Context: an optimization exercise on an open-source flow, tuned for small area, a short achievable clock period and few clock cycles. The choices shown serve that exercise and are no tape-out recipe.
The RTL was checked by simulation tests, not by an equivalence proof against the original design.
Power is estimated from default activity; no workload was simulated.

[design/flow/design.v]
module apx_readout (
    input  wire        clk,
    input  wire        rst,             
    input  wire        cfg_has_start,
    input  wire [7:0]  cfg_start,
    input  wire        cfg_has_end,
    input  wire [7:0]  cfg_end,
    input  wire [3:0]  cfg_payload_len,  
    input  wire        cfg_lsb,          
    input  wire [5:0]  cfg_col_off,
    input  wire [5:0]  cfg_col_w,
    input  wire [5:0]  cfg_row_off,
    input  wire [5:0]  cfg_row_w,
    input  wire [5:0]  cfg_toa_off,
    input  wire [5:0]  cfg_toa_w,
    input  wire [5:0]  cfg_tot_off,
    input  wire [5:0]  cfg_tot_w,
    input  wire        in_valid,
    input  wire [7:0]  in_data,
    output wire        in_ready,
    output wire        hit_valid,
    input  wire        hit_ready,
    output wire [5:0]  hit_col,
    output wire [5:0]  hit_row,
    output wire [31:0] hit_toa,
    output wire [31:0] hit_tot,
    output reg  [15:0] sync_loss_count,
    output reg  [15:0] err_count,
    output reg  [2:0]  last_cause
);
    localparam N_COL    = 35;
    localparam N_ROW    = 35;
    localparam HITQ_CAP = 4;
    function [31:0] extract;
        input [63:0] bits;    
        input [5:0]  off;
        input [5:0]  w;
        input        lsb;
        reg   [6:0]  sh;
        reg   [63:0] shifted;
        reg   [31:0] mask;
        reg   [31:0] msb_val;
        reg   [31:0] rev;
        integer      i;
        begin
            sh      = 7'd64 - {1'b0, off} - {1'b0, w};
            shifted = bits >> sh;
            mask    = (w >= 6'd32) ? 32'hFFFF_FFFF : ((32'd1 << w) - 32'd1);
            msb_val = shifted[31:0] & mask;
            for (i = 0; i < 32; i = i + 1)
                rev[i] = msb_val[31 - i];
            if (lsb)
                extract = (w == 6'd0) ? 32'd0 : (rev >> (6'd32 - w));
            else
                extract = msb_val;
        end
    endfunction
    reg        reading;         
    reg        skipping;        
    reg [3:0]  cnt;             
    reg [7:0]  fbuf [0:7];      
    wire       accept   = in_valid && in_ready;
    wire [3:0] body_len = cfg_payload_len + {3'd0, cfg_has_end};
    wire       take     = reading || !cfg_has_start;
    wire       is_start = (in_data == cfg_start);
    wire       last     = take && (cnt + 4'd1 == body_len);
    reg [63:0] payload;
    integer k;
    always @(*) begin
        for (k = 0; k < 8; k = k + 1) begin
            if (take && cnt == k[3:0])
                payload[63 - 8*k -: 8] = in_data;
            else
                payload[63 - 8*k -: 8] = fbuf[k];
        end
    end
    wire [31:0] f_col = extract(payload, cfg_col_off, cfg_col_w, cfg_lsb);
    wire [31:0] f_row = extract(payload, cfg_row_off, cfg_row_w, cfg_lsb);
    wire [31:0] f_toa = extract(payload, cfg_toa_off, cfg_toa_w, cfg_lsb);
    wire [31:0] f_tot = extract(payload, cfg_tot_off, cfg_tot_w, cfg_lsb);
    reg [2:0] cause;
    always @(*) begin
        if (cfg_has_end && in_data != cfg_end)
            cause = 3'd1;
        else if (f_col >= N_COL)
            cause = 3'd3;
        else if (f_row >= N_ROW)
            cause = 3'd4;
        else
            cause = 3'd0;
    end
    wire emit      = accept && last;
    wire push      = emit && (cause == 3'd0);
    wire dec_error = emit && (cause != 3'd0);
    wire sync_loss = accept && !take && !is_start && !skipping;
    always @(posedge clk) begin
        if (rst) begin
            reading         <= 1'b0;
            skipping        <= 1'b0;
            cnt             <= 4'd0;
            sync_loss_count <= 16'd0;
            err_count       <= 16'd0;
            last_cause      <= 3'd0;
        end else if (accept) begin
            if (take) begin
                if (cnt < cfg_payload_len)
                    fbuf[cnt[2:0]] <= in_data;
                if (last) begin
                    reading  <= 1'b0;
                    skipping <= 1'b0;
                    cnt      <= 4'd0;
                end else begin
                    reading  <= 1'b1;
                    cnt      <= cnt + 4'd1;
                end
            end else if (is_start) begin
                skipping <= 1'b0;
                reading  <= 1'b1;
                cnt      <= 4'd0;
            end else begin
                skipping <= 1'b1;
            end
            if (sync_loss && sync_loss_count != 16'hFFFF)
                sync_loss_count <= sync_loss_count + 16'd1;
            if (dec_error) begin
                last_cause <= cause;
                if (err_count != 16'hFFFF)
                    err_count <= err_count + 16'd1;
            end
        end
    end
    reg [75:0] q_mem [0:HITQ_CAP-1];
    reg [1:0]  q_wr;
    reg [1:0]  q_rd;
    reg [2:0]  q_count;
    wire pop = hit_valid && hit_ready;
    always @(posedge clk) begin
        if (rst) begin
            q_wr    <= 2'd0;
            q_rd    <= 2'd0;
            q_count <= 3'd0;
        end else begin
            if (push) begin
                q_mem[q_wr] <= {f_col[5:0], f_row[5:0], f_toa, f_tot};
                q_wr        <= q_wr + 2'd1;
            end
            if (pop)
                q_rd <= q_rd + 2'd1;
            case ({push, pop})
                2'b10:   q_count <= q_count + 3'd1;
                2'b01:   q_count <= q_count - 3'd1;
                default: q_count <= q_count;
            endcase
        end
    end
    assign in_ready  = (q_count != HITQ_CAP);
    assign hit_valid = (q_count != 3'd0);
    assign {hit_col, hit_row, hit_toa, hit_tot} = q_mem[q_rd];
endmodule
[design/flow/run.sh]
#!/bin/bash
# synth_recipe.tcl (not shown) runs the flow's synth.tcl, then flattens the netlist and writes it again
# the make line also repeats each setting of config.mk as NAME=value (left out here)
make -C /OpenROAD-flow-scripts/flow DESIGN_CONFIG=/design/flow/config.mk WORK_HOME=/design/flow/orfs CLKGATE_MAP_FILE= SYNTH_SCRIPT=/design/flow/synth_recipe.tcl finish
[design/flow/config.mk]
export PLATFORM = sky130hd
export DESIGN_NAME = apx_readout
export DESIGN_NICKNAME = apx_readout
export VERILOG_FILES = /design/flow/design.v
export SDC_FILE = /design/flow/constraint.sdc
export NUM_CORES = 4
export LEC_CHECK = 0
export CAP_MARGIN = 20
export CORE_MARGIN = 2
export CORE_UTILIZATION = 30
export SLEW_MARGIN = 20
[design/flow/constraint.sdc]
create_clock -name core_clock -period 10.0 [get_ports {clk}]
set_input_delay 2.0000 -clock core_clock [delete_from_list [all_inputs] [get_ports {clk}]]
set_output_delay 2.0000 -clock core_clock [all_outputs]
set_load 0.01 [all_outputs]
==> results by group <==
Critical path
  – Max FO, Critical Path: 36
  – CP Capture Type: flop
  – Startpoint types: input pin
  – Critical path class: in2reg
  – Worst R2R Path Depth: 24
  – CP arrival: 9.82 ns
  – Worst Path Required: 10.54 ns

Status
  – Status: timing/DRC/antenna clean

GRT
  – Largest net degree at the start of global routing: 68
  – Global Route met1 Usage: 0.396
  – Global-route wire length before repair: 394000 µm
  – All-Layer GR Usage: 0.289
  – GR Util met3: 0.0700
  – Total grt overflow: 0
  – Grt met2 use: 0.436
  – Global routing's busiest layer: met2
  – Antenna violations before repair: 18
  – Vias in the first global route: 54800

Timing
  – Tmin final: 9.28 ns
  – Slew margin rel.: 0.176
  – RSZ-0062 raised after global routing: false
  – Final hold viol count: 0
  – Crit share post-route: 0.928
  – Setup TNS: 0 ns
  – # setup viols final: 0
  – Slew Limit Fails: 0
  – Clk_skew: 0.0346 ns
  – Fmax: 108 MHz
  – Tightest Pin Transition: 1.20 ns

Yosys
  – Library cells used by synthesis: 114
  – Yosys top cell by area: edfxtp_1
  – Synth Net Count: 6359
  – Post-Syn Area per Cell: 8.61 µm²
  – Sequential fraction of the synthesis area: 0.227
  – Synth area leaders: edfxtp_1 21%, mux4_2 12%, mux2i_1 7.3%
  – Yosys Warn Count: 1
  – Fraction of registers with async set/reset: 0
  – Seq cells post-synth: 418
  – Top cell type's share of synthesized area: 0.208
  – Post-synthesis cell area: 53200 µm²
  – Top_reg_cell synth: edfxtp_1
  – EDFF count, synth: 368
  – Synth Instances: 6183

Floorplanning
  – Ports: 196
  – Die W: 425 µm
  – Rows: 154
  – Die Y: 425 µm
  – Starting Density: 0.302
  – Core Footprint: 176000 µm²
  – Die ar.: 181000 µm²

Pwr
  – Max rail drop VDD: 0.115 mV
  – Sw Ratio: 0.483
  – Seq pwr share: 0.206
  – Combinational Power Share: 0.618
  – Pwr Density: 156 nW/µm²
  – Leakage: 21.6 nW
  – Overall power: 9.58 mW
  – Net Sw Power: 4.63 mW
  – Cell-internal power: 4.95 mW
  – Clock power frac: 0.176

Clock tree
  – Clock buffer depth: 3
  – CTS Root Cell: clkbuf_16
  – Worst-skew pair later-pin latency: 0.65 ns
  – CTS tree: built
  – CTS Buf Count: 45
  – Post-CTS resize count: 0
  – CTS Hold Buffers Added: 0
  – Post-CTS Setup Bufs: 0
  – Clock transition at path regs: 0.06 ns
  – H-tree depth: 2
  – CTS sink cnt: 418

Placed design
  – Placer Congestion: 1.05
  – Cells after DPL: 8647
  – Port Buffers: 195
  – Hpwl dp: 208000 µm

Finish
  – Fin nets: 6531
  – Most common cell after layout, fill and taps aside: nand2_1
  – Layout cells sized above 1: 0.176
  – Fin util: 0.350
  – Commonest non-fill, non-tap cells in the layout: 626 x nand2_1, 482 x nor2_1, 444 x buf_4
  – Synth-to-layout area growth: 15.7%
  – # fillers: 18200
  – Layout Cells excl Fill: 8738

Hold path
  – Hold path cells: 2
  – Worst Hold Class: reg2reg

Drt
  – Final WL: 274000 µm
  – Post-DR vias/cell: 6.71
  – DRC viols: 0
  – Antenna viol nets, final: 0
  – First drt pass iteration count: 7
  – Starting DRC count in detailed routing: 9138
  – Via count: 58600
  – Average wire per cell in the routed design: 31.3 µm

Run
  – Max cap viols: 0
-- cells in the mapped netlist, types with 52 or more instances --
master,count
a2111oi_0,60
a211oi_1,103
a21oi_1,280
a22oi_1,71
a31oi_1,82
a32oi_1,74
buf_1,65
buf_2,116
clkbuf_1,325
edfxtp_1,368
ha_1,88
inv_1,126
mux2_2,90
mux2i_1,389
mux4_2,288
nand2_1,626
nand2b_1,122
nand3_1,186
nand4_1,108
nor2_1,485
nor3_1,204
nor4_1,96
o211ai_1,72
o21ai_0,314
o221ai_1,52
o22ai_1,87
o31ai_1,78
xnor2_1,80
-- cell type report --
type / instances / area [µm²] / share of cell area
flip-flops and latches: 418 / 12100 / 0.196
diodes: 12 / 30.0 / 0.000488
well taps: 2340 / 2930 / 0.0475
inverters: 144 / 544 / 0.00884
clock buffers: 50 / 1140 / 0.0186
clock inverters: 28 / 338 / 0.00549
repair buffers: 665 / 5750 / 0.0934
multi-input cells: 5081 / 38800 / 0.630
-- state kept, by name, summed over array words and instances, names as in the netlist, 2 cells and up, named ones only --
signal and count:
q_mem 304, last_cause 3, fbuf 64, q_rd 2, sync_loss_count 16, err_count 16, cnt 4, q_count 3
q_wr 2
-- per-layer routing --
| layer | routed length (µm) | vias to the layer above |
|---|---|---|
| li1 | - | 25000 |
| met1 | 113000 | 28900 |
| met2 | 118000 | 3972 |
| met3 | 29000 | 796 |
| met4 | 13900 | 16 |
| met5 | 135 | - |
-- power by group through the flow --
stage | combinational, mW | sequential, mW | clock, mW
final | 5.92 | 1.97 | 1.69
after global routing | 6.16 | 1.97 | 1.79
after CTS | 5.68 | 1.97 | 1.73
after detailed placement | 5.66 | 2.01 | 0
after global placement | 5.69 | 2.01 | 0
after floorplan | 3.49 | 2.00 | 0
-- logic make-up (layout without fill, tap and decap cells) --
kind of cell / Yosys count / after routing / synth area share
mux: 773 / 773 / 0.216
compound gates: 1870 / 1870 / 0.254
xor+xnor: 128 / 128 / 0.0211
simple gates: 2217 / 2217 / 0.206
flops: 418 / 418 / 0.227
other cells: 0 / 12 / 0
buf+inv: 684 / 887 / 0.0542
fa+ha+maj: 93 / 93 / 0.0226
-- critical path: stages --
cell,delay (ns)
clkdlybuf4s50_1,0.50
clkinv_2,0.14
ha_4,0.19
ha_4,0.50
buf_12,0.28
nor2_1,0.10
and4_1,0.23
o41ai_1,0.54
o221ai_1,0.22
nor3_1,0.62
o221ai_1,0.47
nor4b_1,0.74
a211oi_1,0.18
a2111o_1,0.42
o2111ai_1,0.16
o22ai_1,0.13
a311oi_1,0.31
a2111o_1,0.19
buf_12,0.16
nor4_4,0.06
nand2b_1,0.14
buf_4,0.21
ha_1,0.19
inv_1,0.07
fa_1,0.38
xor2_1,0.16
or3_1,0.30
a21oi_1,0.16
-- path summary, 6_finish.rpt --
check,slack (ns),to,start
setup / recovery,0.72,q_count[2]$_SDFFE_PP0P_,cfg_col_w[0]
hold / removal,0.46,skipping$_SDFFE_PP0P_,skipping$_SDFFE_PP0P_
setup reg to reg,1.58,q_mem[1][70]$_DFFE_PP_,cnt[2]$_SDFFE_PP0P_
hold reg to reg,0.46,skipping$_SDFFE_PP0P_,skipping$_SDFFE_PP0P_
-- per-stage QoR --
stage	hold slack (ns)	worst slack, ns	cell area [µm²]
CTS	0.465	0.972	61500
detailed placement	0.449	0.330	60000
global placement	0.447	0.175	60000
global route	0.494	0.442	61600
finish	0.462	0.720	61600
floorplan	0.432	0.0177	53300
Testbench counts, summed over its fixed seeds: cycles 40,623.

## what the ideal ports hide
Ports are ideal in the flow. The routed layout listed here was re-timed in OpenROAD.
Step 1, drivers: a clkbuf_16 drives clk and a buf_2 each remaining input, both assumed.
Step 2 also shifts input and output timing later by t, the mid clock arrival at the registers, as if the neighbouring blocks saw the same clock.
Three values: ideal ports, drivers, drivers and shift; two values: the first two.
shift t [ns]: 0.718
setup WS [ns]: 0.720 / 0.781 / 0.064
clock arrival spread, ns: 0.035 / 0.035
worst register clock-pin slew, ns: 0.08 / 0.08
worst slew at a driven data input, ns: 0.13
After both steps setup and hold are still met in this run. The setup slack of this run moves by +0.061 ns with the drivers and by -0.656 ns with both steps.
